This design comes from an exercise in tuning for a short achievable clock period and few clock cycles on the open sky130 flow, not from production work. Function was not checked in any run shown here: the RTL went through the layout flow alone. No activity file was given, so power comes from the tool's default toggle rates.

`flow/run.sh`:
```
#!/bin/bash
# synth_recipe.tcl (not shown) runs the flow's synth.tcl, then flattens the netlist and writes it again
# the make line also repeats each setting of config.mk as NAME=value (left out here)
make -C /OpenROAD-flow-scripts/flow DESIGN_CONFIG=/design/flow/config.mk WORK_HOME=/design/flow/orfs CLKGATE_MAP_FILE= SYNTH_SCRIPT=/design/flow/synth_recipe.tcl finish
```
`flow/config.mk`:
```
export PLATFORM = sky130hd
export DESIGN_NAME = csc16
export DESIGN_NICKNAME = csc16
export VERILOG_FILES = /design/flow/design.v
export SDC_FILE = /design/flow/constraint.sdc
export NUM_CORES = 4
export LEC_CHECK = 0
export ABC_CLOCK_PERIOD_IN_PS = 1500
export CAP_MARGIN = 20
export CORE_MARGIN = 2
export CORE_UTILIZATION = 40
export SETUP_SLACK_MARGIN = 5.0
export SLEW_MARGIN = 20
export SYNTH_HIERARCHICAL = 1
export SYNTH_MINIMUM_KEEP_SIZE = 0
export TNS_END_PERCENT = 100
```
`flow/constraint.sdc`:
```
create_clock -name core_clock -period 4.0 [get_ports {clk}]
set_input_delay 0.8000 -clock core_clock [delete_from_list [all_inputs] [get_ports {clk}]]
set_output_delay 0.8000 -clock core_clock [all_outputs]
set_load 0.01 [all_outputs]
```
`flow/design.v`:
```
module csc16_sel #(
    parameter W = 1
) (
    input  wire         s,
    input  wire [W-1:0] a,
    input  wire [W-1:0] b,
    output wire [W-1:0] y
);
    assign y = s ? a : b;
endmodule
module csc16_ans (
    input  wire r,
    input  wire t,
    input  wire tx_ok,
    input  wire d,
    input  wire rx_valid,
    output wire y
);
    assign y = r | (t & tx_ok) | (d & rx_valid);
endmodule
module csc16_cmp (
    input  wire [7:0]  b,
    input  wire [15:0] c,
    output wire        zero,
    output wire        eq_hi,
    output wire        eq_lo
);
    assign zero  = (b == 8'h00);
    assign eq_hi = (b == c[15:8]);
    assign eq_lo = (b == c[7:0]);
endmodule
module csc16 (
    input  wire        clk,
    input  wire        rst,
    input  wire        cmd_valid,
    output wire        cmd_ready,
    input  wire [39:0] cmd_word,
    output wire        rsp_valid,
    output wire [2:0]  rsp_status,
    output wire [31:0] rsp_res,
    output reg         str_valid,
    output reg  [7:0]  str_data,
    output wire        tx_valid,
    output wire [7:0]  tx_data,
    input  wire        tx_ok,
    input  wire        tx_fail,
    output wire        rx_req,
    input  wire        rx_valid,
    input  wire [7:0]  rx_data,
    input  wire        rx_timeout,
    input  wire        rx_err
);
    localparam [2:0] ST_OK       = 3'd0;
    localparam [2:0] ST_SHORT    = 3'd1;
    localparam [2:0] ST_MISMATCH = 3'd2;
    localparam [2:0] ST_TRANSP   = 3'd3;
    localparam [2:0] ST_ILLEGAL  = 3'd4;
    function [15:0] crc_step;
        input [15:0] s;
        input [7:0]  b;
        integer i;
        reg [15:0] t;
        begin
            t = s ^ {b, 8'h00};
            for (i = 0; i < 8; i = i + 1)
                if (t[15]) t = (t << 1) ^ 16'h1021;
                else       t = t << 1;
            crc_step = t;
        end
    endfunction
    reg [15:0] crc;
    reg        ir;       
    reg        rr;       
    reg        txm;      
    reg        rxm;      
    reg        last;     
    reg        tl;       
    reg        dl;       
    reg        feed;     
    reg        strm;     
    reg        ckm;      
    reg        s8;       
    reg        s16;      
    reg        hm;       
    reg        clrp;     
    reg        updp;     
    reg [2:0]  st;
    reg [31:0] R;        
    reg [31:0] sh;       
    reg [5:0]  cnt;      
    wire tdone = tl & tx_ok;
    wire ddone = dl & rx_valid;
    csc16_ans u_rsp (.r(rr), .t(tl), .tx_ok(tx_ok), .d(dl), .rx_valid(rx_valid), .y(rsp_valid));
    csc16_ans u_rdy (.r(ir), .t(tl), .tx_ok(tx_ok), .d(dl), .rx_valid(rx_valid), .y(cmd_ready));
    assign rsp_status = st;
    assign rsp_res    = {R[31:8], rxm ? rx_data : R[7:0]};
    assign tx_valid   = txm;
    assign rx_req     = rxm;
    assign tx_data    = sh[31:24];
    wire        take = cmd_valid & (ir | tdone | ddone);
    wire rx_zero, rx_eq_hi, rx_eq_lo;
    csc16_cmp u_cmp (.b(rx_data), .c(crc), .zero(rx_zero), .eq_hi(rx_eq_hi), .eq_lo(rx_eq_lo));
    wire [7:0]  op   = cmd_word[39:32];
    wire [31:0] imm  = cmd_word[31:0];
    wire        fd_rx  = rxm & feed & rx_valid;
    wire        fd_tx  = (txm & feed & tx_ok) | updp;
    wire [15:0] crc_a  = crc_step(crc, 8'h00);
    wire [15:0] crc_rx = crc_a ^ crc_step(16'h0000, rx_data);
    wire [15:0] crc_tx = crc_a ^ crc_step(16'h0000, sh[31:24]);
    wire [15:0] crc_e  = clrp ? 16'h0000 : fd_tx ? crc_tx : crc;
    wire [15:0] crc_nx;
    csc16_sel #(.W(16)) u_crc (.s(fd_rx), .a(crc_rx), .b(crc_e), .y(crc_nx));
    always @(posedge clk) begin
        if (rst)
            crc <= 16'h0000;
        else
            crc <= crc_nx;
    end
    always @(posedge clk) begin
        str_data  <= rx_data;
        if (rst)
            str_valid <= 1'b0;
        else
            str_valid <= rxm & strm & rx_valid & ~rx_zero;
    end
    reg        ir_c, rr_c, txm_c, rxm_c, last_c, tl_c, dl_c, feed_c, strm_c, ckm_c;
    reg        s8_c, s16_c, hm_c, clrp_c, updp_c;
    reg [2:0]  st_c;
    reg [31:0] R_c, sh_c;
    reg [5:0]  cnt_c;
    always @(*) begin
        ir_c   = ir;
        rr_c   = 1'b0;
        txm_c  = txm;
        rxm_c  = rxm;
        last_c = last;
        tl_c   = tl;
        dl_c   = dl;
        feed_c = feed;
        strm_c = strm;
        ckm_c  = ckm;
        s8_c   = s8;
        s16_c  = s16;
        hm_c   = hm;
        clrp_c = 1'b0;
        updp_c = 1'b0;
        st_c   = st;
        R_c    = R;
        sh_c   = sh;
        cnt_c  = cnt;
        if (txm) begin
            if (tx_fail) begin
                txm_c = 1'b0;
                tl_c  = 1'b0;
                ir_c  = 1'b1;
                rr_c  = 1'b1;
                st_c  = ST_TRANSP;
                R_c   = 32'd0;
            end else if (tx_ok) begin
                sh_c   = {sh[23:0], 8'd0};
                cnt_c  = cnt - 6'd1;
                last_c = (cnt == 6'd2);
                tl_c   = (cnt == 6'd2);
                if (last) begin
                    txm_c = 1'b0;
                    ir_c  = 1'b1;
                end
            end
        end
        if (rxm) begin
            if (rx_timeout | rx_err) begin
                rxm_c = 1'b0;
                dl_c  = 1'b0;
                s8_c  = 1'b0;
                ir_c  = 1'b1;
                rr_c  = 1'b1;
                st_c  = rx_timeout ? ST_SHORT : ST_TRANSP;
                R_c   = 32'd0;
            end else if (rx_valid) begin
                if (strm) begin
                    cnt_c = cnt + 6'd1;
                    R_c   = {26'd0, rx_zero ? cnt : cnt + 6'd1};
                    if (rx_zero || cnt == 6'd47) begin
                        rxm_c = 1'b0;
                        ir_c  = 1'b1;
                        rr_c  = 1'b1;
                    end
                end else if (ckm) begin
                    last_c = 1'b1;
                    if (!last) begin
                        hm_c       = rx_eq_hi;
                        R_c[15:8]  = rx_data;
                    end else begin
                        rxm_c = 1'b0;
                        ir_c  = 1'b1;
                        rr_c  = 1'b1;
                        if (hm && rx_eq_lo) begin
                            R_c = {16'd0, R[15:8], rx_data};
                        end else begin
                            R_c  = 32'd0;
                            st_c = ST_MISMATCH;
                        end
                    end
                end else if (s8) begin
                    rxm_c = 1'b0;
                    s8_c  = 1'b0;
                    ir_c  = 1'b1;
                    rr_c  = 1'b1;
                    R_c   = {{24{rx_data[7]}}, rx_data};
                end else begin
                    cnt_c  = cnt - 6'd1;
                    last_c = (cnt == 6'd2);
                    dl_c   = (cnt == 6'd2);
                    R_c    = {s16 ? {16{rx_data[7]}} : R[23:8], rx_data, 8'd0};
                    if (last) begin
                        rxm_c = 1'b0;
                        dl_c  = 1'b0;
                        s8_c  = 1'b0;
                        ir_c  = 1'b1;
                    end
                end
            end
        end
    end
    reg        ir_n, rr_n, txm_n, rxm_n, last_n, tl_n, dl_n, feed_n, strm_n, ckm_n;
    reg        s8_n, s16_n, clrp_n, updp_n;
    reg [2:0]  st_n;
    reg [31:0] R_n, sh_n;
    reg [5:0]  cnt_n;
    always @(*) begin
        st_n   = ST_OK;
        R_n    = 32'd0;
        rr_n   = 1'b0;
        txm_n  = 1'b0;
        rxm_n  = 1'b0;
        tl_n   = 1'b0;
        dl_n   = 1'b0;
        s8_n   = 1'b0;
        s16_n  = 1'b0;
        strm_n = 1'b0;
        ckm_n  = 1'b0;
        feed_n = 1'b0;
        last_n = 1'b0;
        ir_n   = 1'b1;
        cnt_n  = 6'd0;
        clrp_n = 1'b0;
        updp_n = 1'b0;
        sh_n   = op[5]           ? {crc_nx, 16'd0}    :
                 (op[4] & op[1]) ? imm                :
                 (op[4] & op[0]) ? {imm[15:0], 16'd0} :
                                   {imm[7:0], 24'd0};
        case (op)
            8'h00: begin
                clrp_n = 1'b1;
                rr_n   = 1'b1;
            end
            8'h01: begin
                updp_n = 1'b1;
                rr_n   = 1'b1;
            end
            8'h02: begin
                R_n  = {16'd0, crc_nx};
                rr_n = 1'b1;
            end
            8'h10, 8'h11, 8'h12, 8'h14, 8'h15, 8'h16: begin
                txm_n  = 1'b1;
                ir_n   = 1'b0;
                feed_n = 1'b1;
                case (op[1:0])
                    2'd0: begin
                        cnt_n  = 6'd1;
                        last_n = 1'b1;
                        tl_n   = 1'b1;
                    end
                    2'd1:    cnt_n = 6'd2;
                    default: cnt_n = 6'd4;
                endcase
            end
            8'h30: begin
                txm_n = 1'b1;
                ir_n  = 1'b0;
                cnt_n = 6'd2;
            end
            8'h20, 8'h21, 8'h22, 8'h24, 8'h25, 8'h26: begin
                rxm_n  = 1'b1;
                ir_n   = 1'b0;
                feed_n = 1'b1;
                case (op[1:0])
                    2'd0: begin
                        cnt_n  = 6'd1;
                        last_n = 1'b1;
                        dl_n   = !op[2];
                        s8_n   = op[2];
                    end
                    2'd1: begin
                        cnt_n = 6'd2;
                        s16_n = op[2];
                    end
                    default: cnt_n = 6'd4;
                endcase
            end
            8'h28: begin
                rxm_n  = 1'b1;
                ir_n   = 1'b0;
                feed_n = 1'b1;
                strm_n = 1'b1;
            end
            8'h31: begin
                rxm_n = 1'b1;
                ir_n  = 1'b0;
                ckm_n = 1'b1;
                cnt_n = 6'd2;
            end
            default: begin
                st_n = ST_ILLEGAL;
                rr_n = 1'b1;
            end
        endcase
    end
    localparam NW = 19 + 3 + 32 + 32 + 6;
    wire [NW-1:0] nx;
    csc16_sel #(.W(NW)) u_take (
        .s (take),
        .a ({ir_n, rr_n, txm_n, rxm_n, last_n, tl_n, dl_n, feed_n, strm_n, ckm_n,
             s8_n, s16_n, hm,   clrp_n, updp_n, 4'b0000,
             st_n, R_n, sh_n, cnt_n}),
        .b ({ir_c, rr_c, txm_c, rxm_c, last_c, tl_c, dl_c, feed_c, strm_c, ckm_c,
             s8_c, s16_c, hm_c, clrp_c, updp_c, 4'b0000,
             st_c, R_c, sh_c, cnt_c}),
        .y (nx)
    );
    always @(posedge clk) begin
        {hm, st, R, sh, cnt} <= {nx[NW-13], nx[72:0]};
        {last, feed, strm, ckm, s16} <= {nx[NW-5], nx[NW-8], nx[NW-9], nx[NW-10],
                                        nx[NW-12]};
        if (rst) begin
            ir   <= 1'b1;
            rr   <= 1'b0;
            txm  <= 1'b0;
            rxm  <= 1'b0;
            tl   <= 1'b0;
            dl   <= 1'b0;
            s8   <= 1'b0;
            clrp <= 1'b0;
            updp <= 1'b0;
        end else begin
            {ir, rr, txm, rxm} <= nx[NW-1:NW-4];
            {tl, dl} <= nx[NW-6:NW-7];
            s8   <= nx[NW-11];
            clrp <= nx[NW-14];
            updp <= nx[NW-15];
        end
    end
endmodule
```
==> impl_metrics.csv, run 1 <==
group,metric,value,unit
detailed_routing,route.detailed.drc,0,
global_route,gr-total-overflow,0,
clock_tree,cts-root-buf,"clkbuf_16",
final_layout,area_growth_syn_to_layout,58.1,%
timing,timing.final.crit_share,57.7,%
detailed_routing,wirelength,30.9,mm
timing,skew,0.0131,ns
critical_path,startpoint_type,"primary input",
detailed_routing,avgRoutedWirePerCell,20.2,µm
critical_path,crit_required,4.31,ns
global_route,grt_pass1_vias,7847,
synth,syn_inst,1007,
final_layout,nets,1299,
timing,grt_setup_unrepaired,"yes",
floorplan,initial_utilization,40.6,%
critical_path,path_class,"in2reg",
clock_tree,clk_pin_slew,0.06,ns
final_layout,antenna-diode-count,0,
global_route,grt_pass1_wl,44.6,mm
critical_path,path_buf_inv,3,
power,leakage,5.65,nW
critical_path,critPathMaxStageDelay,0.54,ns
clock_tree,clock_latency,0.43,ns
timing,holdWs,0.514,ns
final_layout,n_fill_cell,1625,
floorplan,die_x,150,µm
status,outcome,"timing/DRC/antenna clean",
floorplan,rows,53,
floorplan,dieHeight,150,µm
floorplan,io_pins,112,
timing,layout_min_cycle_time,2.31,ns
detailed_routing,postRouteAntennaNets,0,
final_layout,final-seq-area,0.00239,mm²
global_route,antenna_found_initial,0,
clock_tree,cts-buffers-inserted,17,
critical_path,cp_top_family,"simple AND/OR/NAND/NOR gates",
detailed_routing,via_per_inst,5.60,
worst_hold_path,hp-class,"in2reg",
final_layout,fin_util,64.2,%
flow_run,cap_viol_max_count,0,
final_layout,drive_above_1_share,52.8,%
timing,max_slew.worst_pin.slew,0.646,ns
clock_tree,clk_path_buf_depth,2,
critical_path,cp_slowest_cell,"or4_4",
synth,yosys_warnings,7,
clock_tree,cts.sinks,113,
timing,setup_violations,0,
floorplan,core,0.0209,mm²
place,place.port_buffers,111,
place,routabilityCongestion,0.905,
timing,relSlewSlack,56.9,%
synth,syn_avg_cell_area,8.42,µm²
detailed_routing,via_count,8555,
place,dp.final_hpwl,18.0,mm
clock_tree,cts_htree_levels,4,
critical_path,end_kind,"flip-flop",
floorplan,dieArea,0.0224,mm²
timing,clock.fmax,433,MHz
detailed_routing,drt_iter0_drc,685,
detailed_routing,dr.pass1.iters,8,
global_route,grt_max_degree,41,
power,p_per_area,292,mW/mm²
critical_path,cp_max_fo,7,
final_layout,multiInputGateArea,0.00683,mm²
timing,tns,0,ns
clock_tree,cts-hold-fix-buffers,0,
timing,final_max_slew_viol_count,0,
critical_path,path_cells,"buf_12, or4_4, nor2_4, buf_8, buf_6, nor3_2, xnor2_1, a221o_1, o211ai_1, mux2_4",
timing,finalHoldViolations,0,
power,peakVddDrop,0.255,mV
global_route,track_usage,25.7,%
critical_path,crit_arrival,2.62,ns
synth,syn_area,0.00848,mm²
clock_tree,cts_tree,"done",
-- repair_timing --
item | 4_1_cts | 5_1_grt
setup endpoints to repair | 169 | 169
gates resized for setup | 584 | 191
gates cloned | 8 | 4
pin swaps | 49 | 69
buffers inserted | 97 | 52
endpoints found under the hold margin | 0 | 0
-- flip-flops by register name (all words and copies together), names as in the netlist, 3 cells and up --
name,count
sh,32
st,3
cnt,6
crc,16
R,32
str_data,8
-- worst register-to-register path, delay by kind of cell, from the launching register on --
kind	cells	cell delay [ns]
buffers and inverters	5	0.57
flip-flops	1	0.39
multiplexers	1	0.26
AND/OR/NAND/NOR	4	0.79
-- final cells by class --
type / instances / share of cell area, %
Inverter: 20 / 0.672
Tap cell: 275 / 2.57
Sequential cell: 113 / 17.9
Multi-Input combinational cell: 797 / 51.0
Clock buffer: 21 / 3.44
Timing Repair Buffer: 291 / 23.9
Clock inverter: 10 / 0.654
-- worst paths after layout --
path,from,to,slack [ns],cells after the start
worst min-delay path,rx_data[5],str_data[5]$_DFF_P_,0.51,1
worst min register to register,sh[6]$_DFF_P_,sh[14]$_DFF_P_,0.57,3
worst max register to register,rxm$_SDFF_PP0_,st[2]$_DFF_P_,1.88,10
worst max-delay path,rx_data[1],R[5]$_DFF_P_,1.69,10
-- power by group --
group | switching [mW] | internal, mW | leakage, nW | total (mW)
Sequential | 0.101 | 1.21 | 0.949 | 1.31
Clock | 0.586 | 0.877 | 0.257 | 1.46
Combinational | 0.491 | 0.656 | 4.44 | 1.15
Total | 1.18 | 2.74 | 5.65 | 3.92
-- per-stage QoR --
stage	instance area, µm²	setup WS [ns]	power, mW	std cells
2_1_floorplan	9010	1.64	1.92	1029
6_report	13400	1.69	3.92	1527
5_1_grt	13400	1.70	4.06	1527
3_3_place_gp	9720	0.711	2.10	1335
3_5_place_dp	9720	0.651	2.11	1335
4_1_cts	12200	1.73	3.76	1471
-- placed cells by master, fill, tap and decap left out, drive strengths merged, types with 7 or more instances in the layout --
| cell type | count |
|---|---|
| a211oi | 8 |
| a21o | 7 |
| a21oi | 71 |
| a22oi | 9 |
| a31oi | 10 |
| and2 | 29 |
| and3 | 13 |
| buf | 251 |
| clkbuf | 26 |
| clkdlybuf4s50 | 32 |
| clkinvlp | 8 |
| conb | 23 |
| dfxtp | 113 |
| inv | 16 |
| mux2 | 114 |
| nand2 | 145 |
| nand2b | 7 |
| nand3 | 11 |
| nor2 | 69 |
| nor2b | 31 |
| nor3 | 27 |
| o21ai | 51 |
| o22ai | 13 |
| o31ai | 11 |
| xnor2 | 54 |
| xor2 | 21 |
-- routing by layer --
metal  GRT usage [%]  vias to the layer above  wire (µm)
met1            35.3                     4107      13300
met3            3.96                       96       2120
met5               0                        -          0
met2            40.2                      426      14400
li1                -                     3926          -
met4            10.5                        0       1120
==> run 2: changes to the inputs <==
--- a/flow/design.v
+++ b/flow/design.v
@@ -79,6 +79,7 @@
     reg        feed;     
     reg        strm;     
     reg        ckm;      
+    reg        rsel;     
     reg        s8;       
     reg        s16;      
     reg        hm;       
@@ -93,7 +94,7 @@
     csc16_ans u_rsp (.r(rr), .t(tl), .tx_ok(tx_ok), .d(dl), .rx_valid(rx_valid), .y(rsp_valid));
     csc16_ans u_rdy (.r(ir), .t(tl), .tx_ok(tx_ok), .d(dl), .rx_valid(rx_valid), .y(cmd_ready));
     assign rsp_status = st;
-    assign rsp_res    = {R[31:8], rxm ? rx_data : R[7:0]};
+    assign rsp_res    = {R[31:8], rsel ? rx_data : R[7:0]};
     assign tx_valid   = txm;
     assign rx_req     = rxm;
     assign tx_data    = sh[31:24];
@@ -223,7 +224,7 @@
         end
     end
     reg        ir_n, rr_n, txm_n, rxm_n, last_n, tl_n, dl_n, feed_n, strm_n, ckm_n;
-    reg        s8_n, s16_n, clrp_n, updp_n;
+    reg        s8_n, s16_n, clrp_n, updp_n, rsel_n;
     reg [2:0]  st_n;
     reg [31:0] R_n, sh_n;
     reg [5:0]  cnt_n;
@@ -245,6 +246,7 @@
         cnt_n  = 6'd0;
         clrp_n = 1'b0;
         updp_n = 1'b0;
+        rsel_n = 1'b0;
         sh_n   = op[5]           ? {crc_nx, 16'd0}    :
                  (op[4] & op[1]) ? imm                :
                  (op[4] & op[0]) ? {imm[15:0], 16'd0} :
@@ -285,6 +287,7 @@
                 rxm_n  = 1'b1;
                 ir_n   = 1'b0;
                 feed_n = 1'b1;
+                rsel_n = ~(op[2] & (op[1:0] == 2'd0));
                 case (op[1:0])
                     2'd0: begin
                         cnt_n  = 6'd1;
@@ -322,10 +325,10 @@
     csc16_sel #(.W(NW)) u_take (
         .s (take),
         .a ({ir_n, rr_n, txm_n, rxm_n, last_n, tl_n, dl_n, feed_n, strm_n, ckm_n,
-             s8_n, s16_n, hm,   clrp_n, updp_n, 4'b0000,
+             s8_n, s16_n, hm,   clrp_n, updp_n, rsel_n, 3'b000,
              st_n, R_n, sh_n, cnt_n}),
         .b ({ir_c, rr_c, txm_c, rxm_c, last_c, tl_c, dl_c, feed_c, strm_c, ckm_c,
-             s8_c, s16_c, hm_c, clrp_c, updp_c, 4'b0000,
+             s8_c, s16_c, hm_c, clrp_c, updp_c, rxm_c & rsel, 3'b000,
              st_c, R_c, sh_c, cnt_c}),
         .y (nx)
     );
@@ -343,12 +346,14 @@
             s8   <= 1'b0;
             clrp <= 1'b0;
             updp <= 1'b0;
+            rsel <= 1'b0;
         end else begin
             {ir, rr, txm, rxm} <= nx[NW-1:NW-4];
             {tl, dl} <= nx[NW-6:NW-7];
             s8   <= nx[NW-11];
             clrp <= nx[NW-14];
             updp <= nx[NW-15];
+            rsel <= nx[NW-16];
         end
     end
 endmodule
==> run 2 against run 1 <==
Clock-buffer cell count decreased by 4. Sequential share of layout area decreased by 0.58 points. Critical endpoint is now R[1]$_DFF_P_. Final cell count up 0.20%. Critical path type unchanged. Fmax decreased by 1.3%. Die area increased by 2.8%. Via count grew 1.4%. Largest cell class unchanged. Largest power group unchanged. Area after synthesis rose by 2.9%.
==> impl_metrics.csv, run 2 <==
group,metric,value,unit
clock_tree,clk_path_buf_depth,2,
global_route,grt_pass1_wl,48.0,mm
place,place_ws,0.623,ns
floorplan,rows,54,
critical_path,regToRegSetupSlack,1.85,ns
global_route,grt_max_degree,41,
power,totalPowerFinal,4.17,mW
detailed_routing,via_count,8677,
place,dp.final_hpwl,19.4,mm
timing,worst_slack,1.66,ns
power,peakVddDrop,0.228,mV
timing,skew,0.0106,ns
clock_tree,cts_htree_levels,4,
floorplan,initial_utilization,40.4,%
final_layout,antenna-diode-count,0,
critical_path,crit_required,4.32,ns
detailed_routing,route.detailed.drc,0,
timing,relSlewSlack,35.7,%
synth,syn_avg_cell_area,8.66,µm²
critical_path,rr_startpoint,"crc[2]$_SDFF_PP0_",
final_layout,mostFrequentLayoutCells,"mux2_4, nand2_1, buf_6, buf_4, dfxtp_1",
floorplan,io_pins,112,
timing,clock.fmax,427,MHz
worst_hold_path,holdPathEnd,"str_data[5]$_DFF_P_",
timing,finalHoldViolations,0,
detailed_routing,postRouteAntennaNets,0,
timing,tns,0,ns
critical_path,cp_max_fo,6,
final_layout,drive_above_1_share,53.9,%
critical_path,path_class,"in2reg",
critical_path,r2r_end,"R[1]$_DFF_P_",
detailed_routing,wirelength,32.6,mm
clock_tree,cts_tree,"done",
detailed_routing,highest_layer,"met4",
synth,syn_inst,1008,
worst_hold_path,hold_start,"rx_data[5]",
clock_tree,cts.sinks,114,
detailed_routing,via_per_inst,5.67,
place,place_area,0.0101,mm²
final_layout,fin_util,64.7,%
global_route,track_usage,27.5,%
timing,timing.final.crit_share,58.5,%
final_layout,layout_commonest_cell,"mux2_4",
final_layout,area_growth_syn_to_layout,60.3,%
status,outcome,"timing/DRC/antenna clean",
worst_hold_path,holdPathStages,1,
timing,grt_setup_unrepaired,"yes",
critical_path,end_kind,"flip-flop",
global_route,gr-total-overflow,0,
critical_path,startpoint_type,"primary input",
detailed_routing,dr.pass1.iters,6,
timing,final_max_slew_viol_count,0,
detailed_routing,avgRoutedWirePerCell,21.3,µm
timing,max_slew.worst_pin.slew,0.964,ns
timing,layout_min_cycle_time,2.34,ns
place,place.port_buffers,111,
clock_tree,cts-buffers-inserted,17,
timing,holdWs,0.491,ns
place,dpl.cell_count,1343,
global_route,grt_pass1_vias,8250,
floorplan,die_x,152,µm
timing,setup_violations,0,
critical_path,rr_worst_depth,9,
detailed_routing,route.met2.wl,15.6,mm
detailed_routing,drt_iter0_drc,744,
power,p_per_area,298,mW/mm²
floorplan,dieHeight,152,µm
global_route,antenna_found_initial,1,
floorplan,dieArea,0.0230,mm²
synth,yosys_warnings,7,
detailed_routing,dr_wl_met3,2.15,mm
final_layout,final_area,0.0140,mm²
final_layout,nets,1296,
clock_tree,cts-root-buf,"clkbuf_16",
critical_path,crit_arrival,2.66,ns
place,routabilityCongestion,0.897,
flow_run,cap_viol_max_count,0,
synth,syn_area,0.00873,mm²
worst_hold_path,hp-class,"in2reg",
floorplan,core,0.0216,mm²
clock_tree,clock_latency,0.44,ns
detailed_routing,met1_length,14.0,mm
clock_tree,clk_pin_slew,0.06,ns
final_layout,n_fill_cell,1685,
final_layout,layoutNonFillerInstCount,1530,
power,leakage,5.86,nW
-- run 2: timing repair --
action                                  in CTS  in global routing
resized for setup                          611                157
endpoints found under the setup margin     170                170
cloned                                      11                  3
pin swaps                                   66                 88
hold buffers                                 0                  0
setup buffers                              104                 37
-- run 2: worst max path at each step --
stage                          start               to  slack (ns)  cells past startpoint
final                     rx_data[0]     R[1]$_DFF_P_        1.66                      9
after global routing      rx_data[0]     R[1]$_DFF_P_        1.59                      9
after floorplan           rx_data[0]  rsel$_SDFF_PP0_        1.53                      9
after global placement    rx_data[4]    st[1]$_DFF_P_        0.60                     10
after CTS                 rx_data[3]     R[1]$_DFF_P_        1.68                     10
after detailed placement  rx_data[4]    st[1]$_DFF_P_        0.62                     10
-- run 2: critical path: stages --
cell	delay [ns]
buf_8	0.10
or4_4	0.54
nor2_4	0.15
buf_6	0.16
mux2i_1	0.23
a21oi_1	0.11
o211ai_1	0.19
a22oi_1	0.10
mux2_4	0.27
-- run 2: per-layer routing --
metal / up-vias / track usage (%)
met2: 364 / 44.9
met1: 4242 / 36.3
met3: 76 / 5.39
met5: - / 0
met4: 0 / 9.54
li1: 3995 / -
-- run 2: layout make-up --
cell class | count | area [µm²] | share of cell area (%)
Inverter | 22 | 88.8 | 0.635
Multi-Input combinational cell | 789 | 7100 | 50.8
Timing Repair Buffer | 293 | 3410 | 24.4
Clock buffer | 17 | 425 | 3.04
Clock inverter | 15 | 196 | 1.40
Tap cell | 280 | 350 | 2.51
Sequential cell | 114 | 2420 | 17.3
-- run 2: power by group --
group	switching (mW)	internal (mW)
logic	0.514	0.669
registers	0.109	1.22
clock network	0.659	0.999
total	1.28	2.88

## afterwards: timing with drivers on the ports
The results above use ideal ports. As a check the final layouts listed here were re-extracted and re-timed, cells and wires unchanged. Step 1 assumes that a clkbuf_16 drives the clock port and a buf_2 every other input. Step 2 moves the port delays by t, midway between the first and last clock arrival at a register: inputs arrive t later, outputs are due t later. That takes back most of the time a late clock gives input paths. a / b / c = ideal / step 1 / step 2; a / b = the first two.
run	t (ns)	setup slack, ns	worst setup path after step 2	worst register clock-pin slew, ns	pins driven straight from the clock port
run 1	0.471	1.690 / 1.676 / 1.220	input to register	0.06 / 0.06	1
run 2	0.479	1.659 / 1.624 / 1.182	input to register	0.07 / 0.07	1
After both steps setup and hold are still met in every run listed. For run 2, which loses most, drivers alone change the setup slack by -0.035 ns; drivers and shift together by -0.477 ns.
